This is an optimization exercise on Yosys and OpenROAD, whose aim is small area, a short achievable clock period and few clock cycles per item, not a production implementation.

==> flow/design.v <==
module fastpfor_planner (
    input  wire         clk,
    input  wire         rst,
    input  wire         in_valid,
    output wire         in_ready,
    input  wire [127:0] in_data,
    output wire         out_valid,
    input  wire         out_ready,
    output wire [5:0]   out_bw,
    output wire [7:0]   out_cex,
    output wire [5:0]   out_maxb
);
    function [5:0] bitlen;
        input [31:0] v;
        integer i;
        begin
            bitlen = 6'd0;
            for (i = 0; i < 32; i = i + 1)
                if (v[i]) bitlen = i[5:0] + 6'd1;
        end
    endfunction
    localparam S_ACC  = 2'd0;
    localparam S_FIN  = 2'd1;
    localparam S_READ = 2'd2;
    reg [1:0]  state;
    reg        first;      
    reg        clr;        
    reg        rdy;        
    reg [5:0]  abeat;      
    reg [4:0]  sb;         
    reg [4:0]  slo;        
    reg [5:0]  sm;         
    reg        slast;      
    reg        ov;
    reg [5:0]  maxb;
    reg [5:0]  bestb;
    reg [7:0]  bestc;
    assign in_ready  = rdy;
    assign out_valid = ov;
    assign out_bw    = bestb;
    assign out_cex   = bestc;
    assign out_maxb  = maxb;
    reg [23:0] bl;         
    reg        bv;         
    reg        blast;      
    wire take = in_valid && rdy && !rst;
    always @(posedge clk) begin
        bl <= take ? {bitlen(in_data[127:96]), bitlen(in_data[95:64]),
                      bitlen(in_data[63:32]),  bitlen(in_data[31:0])} : 24'd0;
        blast <= take && (abeat == 6'd63);
    end
    wire [255:0] cg;
    genvar k;
    generate
        for (k = 0; k < 32; k = k + 1) begin : g_cnt
            reg  [7:0] cnt;
            wire [2:0] inc = {2'b00, bl[5:0]   > k} + {2'b00, bl[11:6]  > k}
                           + {2'b00, bl[17:12] > k} + {2'b00, bl[23:18] > k};
            always @(posedge clk)
                cnt <= (clr ? 8'd0 : cnt) + {5'd0, inc};
            assign cg[8*k +: 8] = cnt;
        end
    endgenerate
    reg [5:0] fw;
    always @(posedge clk)
        if (bv && clr) fw <= bl[5:0];
    reg [31:0] nz;
    reg [4:0]  hi, lo;
    reg        ge2, ge3;   
    integer j;
    always @(*) begin
        hi = 5'd0;
        lo = 5'd0;
        for (j = 0; j < 32; j = j + 1) begin
            nz[j] = |cg[8*j +: 8];
            if (nz[j]) hi = j[4:0];
        end
        for (j = 31; j >= 0; j = j - 1)
            if (nz[j]) lo = j[4:0];
        ge2 = 1'b0;
        ge3 = 1'b0;
        for (j = 0; j < 31; j = j + 1)
            ge2 = ge2 | (nz[j] & nz[j+1]);
        for (j = 0; j < 30; j = j + 1)
            ge3 = ge3 | (nz[j] & nz[j+1] & nz[j+2]);
    end
    wire any   = |nz;
    wire rfree = !ov || out_ready;
    wire start = (state == S_FIN) && rfree;
    wire rdlast = (state == S_READ) && slast;
    wire [4:0] rem = sb - slo;
    reg        rv, rl;
    reg [7:0]  rc;
    reg [5:0]  rm;
    reg [4:0]  rb;
    reg        mv, ml;
    reg [7:0]  mc;
    reg [4:0]  mb;
    reg [13:0] mp;
    reg [13:0] rr;
    wire       lt = mp < rr;
    always @(posedge clk) begin
        rc <= cg[8*sb +: 8];
        rm <= sm;
        rb <= sb;
        mp <= rc * rm;
        mc <= rc;
        mb <= rb;
        if (state == S_READ) begin
            sb    <= sb - 5'd1;
            sm    <= (sm == 6'd8) ? 6'd10 : sm + 6'd1;
            slast <= (rem == 5'd1);
        end else begin
            sb    <= hi;
            slo   <= lo;
            sm    <= 6'd8;
            slast <= !ge2;
        end
        if (start) begin
            maxb  <= any ? {1'b0, hi} + 6'd1 : fw;
            bestb <= any ? {1'b0, hi} + 6'd1 : fw;
            bestc <= 8'd0;
            rr    <= 14'd256;
        end else if (mv) begin
            rr <= (lt ? mp : rr) + 14'd256;
            if (lt) begin
                bestb <= {1'b0, mb};
                bestc <= mc;
            end
        end
    end
    reg [1:0] state_n;
    reg       first_n;
    reg       slast_n;
    always @(*) begin
        state_n = state;
        case (state)
            S_ACC:   if (blast) state_n = S_FIN;
            S_FIN:   if (rfree) state_n = any ? S_READ : S_ACC;
            S_READ:  if (slast) state_n = S_ACC;
            default: state_n = S_ACC;
        endcase
        first_n = first;
        if (bv)
            first_n = 1'b0;
        else if ((start && !any) || rdlast)
            first_n = 1'b1;
        slast_n = (state == S_READ) ? (rem == 5'd1) : !ge2;
    end
    always @(posedge clk) begin
        if (rst) begin
            state <= S_ACC;
            first <= 1'b1;
            clr   <= 1'b1;
            rdy   <= 1'b1;
            abeat <= 6'd0;
            bv    <= 1'b0;
            ov    <= 1'b0;
            rv    <= 1'b0;
            rl    <= 1'b0;
            mv    <= 1'b0;
            ml    <= 1'b0;
        end else begin
            state <= state_n;
            first <= first_n;
            clr   <= (state_n == S_READ && slast_n) || (state_n == S_ACC && first_n);
            if (take) abeat <= abeat + 6'd1;
            bv    <= take;
            case (state)
                S_ACC:   rdy <= !(take && abeat == 6'd63) && !blast;
                S_FIN:   rdy <= start && !ge3;
                default: rdy <= (rem <= 5'd2);
            endcase
            rv <= (state == S_READ);
            rl <= rdlast;
            mv <= rv;
            ml <= rv && rl;
            if (start)
                ov <= !any;
            else if (mv && ml)
                ov <= 1'b1;
            else if (out_ready)
                ov <= 1'b0;
        end
    end
endmodule
clock: 12.0 ns
lec_check: 0
abc_clock_period_in_ps: 3000
cap_margin: 20
core_margin: 2
core_utilization: 40
slew_margin: 20
run.sh (not shown) runs the stock make flow with config.mk's settings and CLKGATE_MAP_FILE= SYNTH_SCRIPT=/design/flow/synth_recipe.tcl, a recipe that flattens the netlist after the stock synthesis.
The first run completed with no timing, DRC or antenna violations.
Then changed:
ABC_AREA = 1   (was not set)
ABC_CLOCK_PERIOD_IN_PS = not set   (was 3000)
=> The changed run finished clean. Hold slack stays flat. Fmax increases slightly. Routed wire length grows by a few percent.
No run of this note included a check of the RTL's function; only the layout flow was run.

[port drivers added, routing unchanged]
No port has a modelled driver above. Below, the same layouts with a new extraction and two added sets of constraints. Step 1, drivers: a clkbuf_16 drives clk and a buf_2 each remaining input, both assumed. Step 2 also shifts input and output timing later by t, the mid clock arrival at the registers, as if the neighbouring blocks saw the same clock. a / b / c = no drivers / after step 1 / after step 2; a / b = the first two.
run | t, ns | setup slack, ns | worst hold slack (ns) | worst setup path at the end
the first run | 0.645 | 7.767 / 7.767 / 7.323 | 0.323 / 0.323 / 0.323 | input to register
the second run | 0.638 | 7.787 / 7.816 / 7.178 | 0.325 / 0.325 / 0.325 | input to register
After both steps setup and hold are still met in every run listed. The setup slack of the second run, which loses most, moves by +0.029 ns with the drivers and by -0.609 ns with both steps.
